Context: an optimization exercise on an open-source flow, tuned for small area and a short achievable clock period. The choices shown serve that exercise and are no tape-out recipe.
RTL that was checked went through simulation tests only; none was proved equivalent to the original.
Power is estimated from default activity; no workload was simulated.

## v22
==> flow/design.v (excerpt) <==
module qd256 (
    input  wire       clk,
    input  wire       rst,
    input  wire       cmd_valid,
    input  wire [2:0] cmd_op,
    input  wire [7:0] cmd_a,
    input  wire [7:0] cmd_b,
    output reg        res_valid,
    output reg  [7:0] res,
    output wire       err
);
    reg [7:0] acc;
    reg       err_q;
    wire       use_acc = cmd_op[2];                  
    wire       inv     = ~(cmd_op[0] ^ cmd_op[2]);   
    wire       no_b    = cmd_op[1];                  
    wire [7:0] l    = use_acc ? acc : cmd_a;
    wire [7:0] r    = no_b ? 8'h00 : cmd_b;
    wire       jl   = l[7];
    wire       sub  = jl | inv;
    wire       cin  = jl;
    wire       nout = inv & ~jl;
    wire       flip = jl & (r[0] ^ (inv & l[0]));
    wire [6:0] ro = r[6:0] ^ {7{sub}};
    wire [6:0] lo = l[6:0];
    wire [7:0] g0 = {lo & ro, cin};
    wire [7:0] p0 = {lo ^ ro, 1'b0};
    wire [7:0] s8 = {lo, cin} + {ro, cin};
    wire [6:0] cc = s8[7:1] ^ p0[7:1];
    wire [6:0] sum = p0[7:1] ^ cc;
    wire [6:0] k    = sum ^ {7{nout}} ^ {flip, 6'd0};
    wire [7:0] out  = {jl ^ r[7], k};
    wire       emits = cmd_op[2] ? ~cmd_op[1] : (cmd_op[1] ^ cmd_op[0]);
    always @(posedge clk) begin
        if (rst) begin
            acc       <= 8'h00;
            err_q     <= 1'b0;
            res_valid <= 1'b0;
        end else begin
            res_valid <= cmd_valid & emits;
            if (cmd_valid) begin
                case (cmd_op)
                    3'b011: acc <= 8'h00;
                    3'b100: acc <= out;
                    3'b101: acc <= cmd_b;
                    default: ;
                endcase
                if (cmd_op[2] & cmd_op[1])
                    err_q <= 1'b1;
            end
        end
    end
    always @(posedge clk)
        res <= out;
    assign err = err_q;
endmodule
Size: roughly 18 flip-flops, about 32 I/O pins, about 1200 sq um of cells after synthesis.
clock: 10.0 ns
lec_check: 0
cap_margin: 20
core_margin: 2
core_utilization: 40
slew_margin: 20
standard.sh (not shown) runs the stock make flow with config.mk's settings and CLKGATE_MAP_FILE= SYNTH_SCRIPT=/design/flow/synth_recipe.tcl, a recipe that flattens the netlist after the stock synthesis.
==> flow/flow/run.sh <==
#!/bin/bash
# Own layout flow: the standard flow (standard synthesis unchanged) with
# smaller port buffers and a tighter internal setup target for repair_timing.
set -euo pipefail
cd "$(dirname "${BASH_SOURCE[0]}")/.."
KNOBS=$(cat flow/knobs.txt)
# shellcheck disable=SC2086
bash standard.sh $KNOBS \
  "BUFFER_PORTS_ARGS=-buffer_cell sky130_fd_sc_hd__buf_1" finish > make_finish.log 2>&1
==> flow/flow/knobs.txt <==
SETUP_SLACK_MARGIN=7.2
v22 completed end to end with timing, DRC and antenna clean.
[inputs] v13 vs v22
==> flow/flow/run.sh <==
#!/bin/bash
# Own layout flow: the standard flow (standard synthesis unchanged) with
# plain buf_1 port buffers, an internal setup target for repair_timing
# (flow/knobs.txt) and, after CTS, a downsizing pass that keeps that target.
set -euo pipefail
cd "$(dirname "${BASH_SOURCE[0]}")/.."
KNOBS=$(cat flow/knobs.txt)
for h in flow/*.hook.tcl; do
  [ -e "$h" ] || continue
  v=$(basename "$h" .hook.tcl)
  export "${v}_TCL=$PWD/$h"
done
# shellcheck disable=SC2086
bash standard.sh $KNOBS \
  "BUFFER_PORTS_ARGS=-buffer_cell sky130_fd_sc_hd__buf_1" finish > make_finish.log 2>&1
==> flow/flow/PRE_FLOORPLAN.hook.tcl (new file) <==
# Re-map the synthesized logic for area (registers are left as they are);
# repair_timing later in the flow sizes the critical paths back up.
puts "hook: restructure for area"
if { [env_var_exists_and_non_empty DONT_USE_CELLS] } {
  set_dont_use $::env(DONT_USE_CELLS)
}
report_design_area
file mkdir $::env(OBJECTS_DIR)/rmp
restructure -target area -liberty_file [lindex $::env(LIB_FILES) 0] \
  -tielo_port sky130_fd_sc_hd__conb_1/LO -tiehi_port sky130_fd_sc_hd__conb_1/HI \
  -work_dir $::env(OBJECTS_DIR)/rmp -abc_logfile $::env(LOG_DIR)/rmp_abc.log
report_design_area
==> flow/flow/knobs.txt <==
SETUP_SLACK_MARGIN=6.5
--- outcome ---
- Re number of sequential storage elements: no difference whatsoever between v13 and v22.
- Between v13 and v22, final critical delay including setup and external delays is lower for v22, v13 comes in above that.
- For v13, the group drawing the most power was registers, unlike v22, where it was combinational logic.
- Netlist area before placement shrinks by more than 10% when moving from v22 to v13.
- On overall via count from detail_route, v22 beats v13.
Modified inputs, v9 compared to v13
==> flow/flow/run.sh <==
#!/bin/bash
# Own layout flow: the standard flow (standard synthesis unchanged) with
# smaller port buffers and a tighter internal setup target for repair_timing.
set -euo pipefail
cd "$(dirname "${BASH_SOURCE[0]}")/.."
KNOBS=$(cat flow/knobs.txt)
# shellcheck disable=SC2086
bash standard.sh $KNOBS \
  "BUFFER_PORTS_ARGS=-buffer_cell sky130_fd_sc_hd__buf_1" finish > make_finish.log 2>&1
==> flow/flow/knobs.txt <==
SETUP_SLACK_MARGIN=5.5
removed: flow/flow/PRE_FLOORPLAN.hook.tcl
Results
- Sort v13 and v9 by standard-cell row count, descending, and v9 comes first.
- The post-detailed-routing wire length of v9 falls short of that of v13 by 9.6%.
- Total cell area at the placement stage of v9 exceeds that of v13 by a little under 10%.
- v13 has a higher final cell count than v9.
- Non-clock buffer count: v9 lower than v13
- Going from v13 to v9, worst path setup slack after routing saw a decrease; x dimension of the die moved up; sequential share of layout area went up by 1.3 points.
The following lists how v50 was set up differently from v9:
==> flow/flow/run.sh <==
#!/bin/bash
# Own layout flow: the standard flow (standard synthesis unchanged) with
# plain buf_1 port buffers, an internal setup target for repair_timing
# (flow/knobs.txt) and, after CTS, a downsizing pass that keeps that target.
set -euo pipefail
cd "$(dirname "${BASH_SOURCE[0]}")/.."
KNOBS=$(cat flow/knobs.txt)
for h in flow/*.hook.tcl; do
  [ -e "$h" ] || continue
  v=$(basename "$h" .hook.tcl)
  export "${v}_TCL=$PWD/$h"
done
# shellcheck disable=SC2086
bash standard.sh $KNOBS \
  "BUFFER_PORTS_ARGS=-buffer_cell sky130_fd_sc_hd__buf_1" finish > make_finish.log 2>&1
==> flow/flow/POST_CTS.hook.tcl (new file) <==
# Downsize cells that are faster than the internal setup target needs.
puts "hook: recover area after CTS"
estimate_parasitics -placement
repair_timing -recover_power 100 -setup_margin $::env(SETUP_SLACK_MARGIN) -verbose
detailed_placement
## What came out
Of v50 and v9, the lower total internal power belongs to v9.
From v50 to v9, count of clock-buffer cells in the layout did not move at all.
[v50 vs v9] number of buffers other than clock buffers in the final layout: higher in v50
Diff v50 and v9: portion of the clock cycle consumed by the worst path in the final layout higher in v9
In v50, the final layout net count came out 2 above the value in v9.
Taking v9 as the reference, in v50 maximum clock frequency rose 0.48%, share of the core filled with cells in the final layout rose 0.50 points, final wirelength rose 1.5%, cell area rose about 1%.
Inputs modified between v50 and v47:
==> flow/flow/PRE_FLOORPLAN.hook.tcl (new file) <==
# Re-map the synthesized logic for area (registers are left as they are);
# repair_timing later in the flow sizes the critical paths back up.
puts "hook: restructure for area"
if { [env_var_exists_and_non_empty DONT_USE_CELLS] } {
  set_dont_use $::env(DONT_USE_CELLS)
}
report_design_area
file mkdir $::env(OBJECTS_DIR)/rmp
restructure -target area -liberty_file [lindex $::env(LIB_FILES) 0] \
  -tielo_port sky130_fd_sc_hd__conb_1/LO -tiehi_port sky130_fd_sc_hd__conb_1/HI \
  -work_dir $::env(OBJECTS_DIR)/rmp -abc_logfile $::env(LOG_DIR)/rmp_abc.log
report_design_area
==> flow/flow/knobs.txt <==
SETUP_SLACK_MARGIN=6.0
removed: flow/flow/POST_CTS.hook.tcl
v47 against v50: via count went up by 105; count of non-CTS inverters in the layout increased 7; post-synthesis to final-layout area growth grew by 30 points.
What v2 does differently from v47 at the input level:
==> flow/flow/knobs.txt <==
SETUP_SLACK_MARGIN=4.5
[summary]
v47 was carried through to the last stage, and its layout satisfied the timing, DRC and antenna checks. v2: all stages complete, timing, DRC and antenna checks passed. Cmp v2 vs v47: fraction of layout instances using a drive strength above 1 lower in v2. Sort v47 and v2 by met2 track utilization from global routing asc -> top: v2. v2 against v47: number of cells on the critical path now sits higher, maximum frequency moved down.

Starting RTL as in the previous note.
export LEC_CHECK = 0
export CAP_MARGIN = 20
export CORE_MARGIN = 2
export CORE_UTILIZATION = 40
export SLEW_MARGIN = 20
create_clock -name core_clock -period 10.0 [get_ports {clk}]
==> flow/flow/run.sh <==
#!/bin/bash
# Own layout flow: the standard synthesis unchanged, then the logic
# between the registers re-mapped for area by OpenROAD's restructure (ABC),
# then the standard layout with plain buf_1 port buffers and an internal
# setup target for repair_timing (flow/knobs.txt).
set -euo pipefail
cd "$(dirname "${BASH_SOURCE[0]}")/.."
KNOBS=$(cat flow/knobs.txt)
RES=$PWD/orfs/results/$FLOW_PLATFORM/qd256/base
bash standard.sh synth > make_synth.log 2>&1
mkdir -p rmp_work
LIB=$FLOW_HOME/platforms/$FLOW_PLATFORM/lib/sky130_fd_sc_hd__tt_025C_1v80.lib
python3 flow/libfilter.py "$LIB" rmp_work/rmp.lib 'sky130_fd_sc_hd__probe*' 'sky130_fd_sc_hd__lpflow_*'
RES=$RES LIB=$LIB RMP_LIB=$PWD/rmp_work/rmp.lib \
  openroad -no_init -exit flow/rmp.tcl > openroad_rmp.log 2>&1
# shellcheck disable=SC2086
bash standard.sh $KNOBS \
  "BUFFER_PORTS_ARGS=-buffer_cell sky130_fd_sc_hd__buf_1" finish > make_finish.log 2>&1
==> flow/flow/knobs.txt <==
SETUP_SLACK_MARGIN=5.5 CORE_UTILIZATION=60
Other scripts of this flow, unchanged in this note and not shown: flow/flow/libfilter.py, flow/flow/rmp.tcl
Next try:
==> flow/flow/knobs.txt (replaced) <==
SETUP_SLACK_MARGIN=6.0
--- a/flow/config.mk
+++ b/flow/config.mk
@@ -9,2 +9,2 @@
-export CORE_MARGIN = 2
-export CORE_UTILIZATION = 40
+export CORE_AREA = 2 2 61 61
+export DIE_AREA = 0 0 63 63
The changed run produced a clean layout.
Wire length falls by 9.3%.
Total power falls by 1.4%.
Area after synthesis is unchanged.
Next try:
==> flow/flow/knobs.txt (replaced) <==
SETUP_SLACK_MARGIN=5.0
What happened: The new run finished with timing, DRC and antenna clean. Die area does not change. Final area decreases by 15%. Wire length came out lower by 6.2%. Utilization falls by 6.5 points. Power goes down by 3.2%.

## job 7407
qd256 again, from the RTL that the note above started with.
// qd256
module qd256 (
    input  wire       clk,
    input  wire       rst,
    input  wire       cmd_valid,
    input  wire [2:0] cmd_op,
    input  wire [7:0] cmd_a,
    input  wire [7:0] cmd_b,
    output reg        res_valid,
    output reg  [7:0] res,
    output wire       err
);
export LEC_CHECK = 0
export CAP_MARGIN = 20
export CORE_AREA = 2 2 61 61
export DIE_AREA = 0 0 63 63
export SLEW_MARGIN = 20
create_clock -name core_clock -period 10.0 [get_ports {clk}]
==> flow/flow/knobs.txt <==
SETUP_SLACK_MARGIN=5.5 TNS_END_PERCENT=10
==> flow/flow/libfilter.py <==
# Write a copy of a liberty file without the cells that match the given
# glob patterns (the platform's don't-use list), for restructure's ABC run.
import fnmatch, re, sys
src, dst = sys.argv[1], sys.argv[2]
pats = sys.argv[3:]
text = open(src).read()
out = []
i = 0
cell_re = re.compile(r'\n\s*cell\s*\(\s*"?([A-Za-z0-9_]+)"?\s*\)\s*\{')
while True:
    m = cell_re.search(text, i)
    if not m:
        out.append(text[i:])
        break
    name = m.group(1)
    # find the matching closing brace of this cell group
    depth = 0
    j = m.end() - 1
    while True:
        c = text[j]
        if c == '{':
            depth += 1
        elif c == '}':
            depth -= 1
            if depth == 0:
                break
        j += 1
    if any(fnmatch.fnmatchcase(name, p) for p in pats):
        out.append(text[i:m.start()])
    else:
        out.append(text[i:j + 1])
    i = j + 1
open(dst, 'w').write(''.join(out))
==> flow/flow/rmp.tcl <==
# Re-map the synthesized logic for area; registers and ports are untouched.
# ABC maps to a copy of the library without the platform's don't-use cells.
read_liberty $::env(LIB)
read_db $::env(RES)/1_synth.odb
read_sdc $::env(RES)/1_synth.sdc
report_design_area
restructure -target area -liberty_file $::env(RMP_LIB) \
  -tielo_port sky130_fd_sc_hd__conb_1/LO -tiehi_port sky130_fd_sc_hd__conb_1/HI \
  -work_dir rmp_work -abc_logfile rmp_work/abc.log
report_design_area
foreach inst [[ord::get_db_block] getInsts] {
  set m [[$inst getMaster] getName]
  if { [string match "*lpflow*" $m] || [string match "*probe*" $m] } {
    error "restructure used don't-use cell $m"
  }
}
write_db $::env(RES)/1_synth.odb
Scripts as last shown in full above: flow/flow/run.sh
Job 7407 completed; timing, DRC and antenna clean
Changes in job 2546 relative to job 7407:
==> flow/flow/knobs.txt <==
SETUP_SLACK_MARGIN=6.5
Looking only at sequential portion of the cell area, and setting everything else aside, the lower value of job 7407 and job 2546 goes to job 2546. Going from job 7407 to job 2546, number of fillers in the final layout moved down; power moved up; power share of the combinational group moved up; synthesis-to-layout area growth moved up; number of DRC markers after the initial detailed-route iteration moved up. In job 2546 relative to job 7407, global placement routability congestion had gone up slightly. Between job 7407 and job 2546, the average cell area after synthesis figures differ only marginally. Relative to job 7407, the wire length of job 2546 is higher by 21%. Run comparison: job 2546 first element of the critical path cmd_op[2]; job 7407 first element of the critical path cmd_op[0].
Changes in job 2000 relative to job 2546:
==> flow/flow/knobs.txt <==
SETUP_SLACK_MARGIN=5.5
Notes after the runs:
- On largest net degree at the start of global routing: job 2000 sits above job 2546.
- [compare] base=job 2546 new=job 2000: setup slack dropped 300 ps; hold slack stayed essentially flat; post-route antenna net violation count has remained practically unchanged.
- Of the two values seen for power group with the highest consumption, combinational cells was produced by job 2546 and registers by job 2000.
- Job 2000 vs. job 2546: number of nets in the final layout went down by 7.4%.
- Capturing element of the worst setup path: acc[4]$_SDFFE_PP0P_ -> job 2546, acc[5]$_SDFFE_PP0P_ -> job 2000
- In the tables for job 2546 and job 2000, post-place setup slack reads lower with job 2000.
The following lists how job 1753 was set up differently from job 2000:
==> flow/flow/knobs.txt <==
SETUP_SLACK_MARGIN=5.5 PLACE_DENSITY=0.7
### Flow results
The detailed router's first-iteration violation count in job 1753 sits 1 below the value recorded for job 2000. Fill cell instance count of the final layout of job 1753 exceeds that of job 2000 by a little under 10%. Compared with job 2000, in job 1753 maximum frequency from static timing analysis +0.59%; per-cell routed wire length +8.6%; global routing met2 resource utilization +1.5 points.

== job 2322 ==
qd256, a different RTL version from the one above (not shown whole).
For scale: about 120 cells after synthesis, about 18 flip-flops, ~32 I/O pins, roughly 1200 sq um of cells after synthesis.
Settings: LEC_CHECK=0, CAP_MARGIN=20, CORE_MARGIN=2, CORE_UTILIZATION=40, SETUP_SLACK_MARGIN=5, SLEW_MARGIN=20; clock period 10.0 ns.
run.sh (not shown) runs the stock make flow with config.mk's settings and CLKGATE_MAP_FILE= SYNTH_SCRIPT=/design/flow/synth_recipe.tcl, a recipe that flattens the netlist after the stock synthesis.
Stock flow here: none of the scripts above is used.
Job 2322 | status: complete | timing, DRC, antenna: pass
Inputs modified between job 2322 and job 1816:
diff --git a/flow/config.mk b/flow/config.mk
--- a/flow/config.mk
+++ b/flow/config.mk
@@ -9,4 +9,3 @@
 export CORE_MARGIN = 2
 export CORE_UTILIZATION = 40
-export SETUP_SLACK_MARGIN = 5
 export SLEW_MARGIN = 20
--- outcome ---
- For job 2322, the cell with the largest stage delay on the worst path was sky130_fd_sc_hd__fa_2, unlike job 1816, where it was sky130_fd_sc_hd__clkdlybuf4s50_1.
- Higher design area goes to job 2322 over job 1816.
- Run comparison: job 2322 critical path launch point cmd_op[2]; job 1816 critical path launch point cmd_op[0]
- Looking at switching power share of the total, job 1816 sits 0.40 points lower than job 2322 does.
- Job 2322 → job 1816: worst max-slew margin expressed relative to the limit dropped 3.9 points, slew of the pin with the lowest slew margin increased by 0.057 ns relative to the old numbers, sequential share of layout area rose 2.6 points, delay of the slowest critical-path stage rose by 0.23 ns.
- Job 1816 vs. job 2322: wire length on met1 fell by 3.4%, post-CTS setup repair buffer count fell by 6, largest fanout on the critical path rose by 1, number of buffers outside the clock class in the layout fell by 8.
- On total met3 wirelength after detailed routing, the higher figure sits with job 1816, not job 2322.
No run of this note included a check of the RTL's function; only the layout flow was run.

-- re-timing with driven ports --
The flow's constraints put no driver on any port. The routed layouts listed below were extracted and timed again, unchanged, in two steps.
Step 1: set_driving_cell puts a clkbuf_16 on clk and a buf_2 on each other input, an assumption about the parent block.
Step 2 adds t to the input delays and takes it off the output delays; t is the mean of the earliest and latest rising clock arrival at the registers after step 1. Input paths then give back, and output paths get back, about the clock's delay inside the block.
Three values: no drivers, after step 1, after step 2; two values: the first two.
run | t, ns | slack for setup (ns) | worst hold slack (ns)
v22 | 0.321 | 6.252 / 6.186 / 5.865 | 0.472 / 0.472 / 0.472
v13 | 0.310 | 5.952 / 5.892 / 5.582 | 0.485 / 0.485 / 0.485
v9 | 0.317 | 5.729 / 5.727 / 5.410 | 0.494 / 0.494 / 0.494
v50 | 0.316 | 5.750 / 5.748 / 5.432 | 0.492 / 0.492 / 0.492
v47 | 0.307 | 5.935 / 5.863 / 5.556 | 0.482 / 0.482 / 0.482
v2 | 0.318 | 5.007 / 5.007 / 4.690 | 0.477 / 0.477 / 0.477
the first run of note 2 | 0.315 | 5.526 / 5.523 / 5.208 | 0.490 / 0.490 / 0.490
the second run of note 2 | 0.303 | 5.941 / 5.876 / 5.573 | 0.479 / 0.479 / 0.479
the third run of note 2 | 0.326 | 5.312 / 5.314 / 4.988 | 0.489 / 0.489 / 0.489
job 7407 | 0.308 | 5.632 / 5.631 / 5.323 | 0.479 / 0.479 / 0.479
job 2546 | 0.314 | 5.935 / 5.870 / 5.556 | 0.480 / 0.480 / 0.480
job 2000 | 0.308 | 5.632 / 5.631 / 5.323 | 0.479 / 0.479 / 0.479
job 1753 | 0.309 | 5.658 / 5.658 / 5.349 | 0.485 / 0.485 / 0.485
job 2322 | 0.321 | 5.021 / 4.993 / 4.672 | 0.457 / 0.457 / 0.457
job 1816 | 0.309 | 4.038 / 4.033 / 3.724 | 0.455 / 0.455 / 0.455
After both steps every run listed still meets setup and hold. The setup slack of v22, which loses most, moves by -0.066 ns with the drivers and by -0.387 ns with both steps.
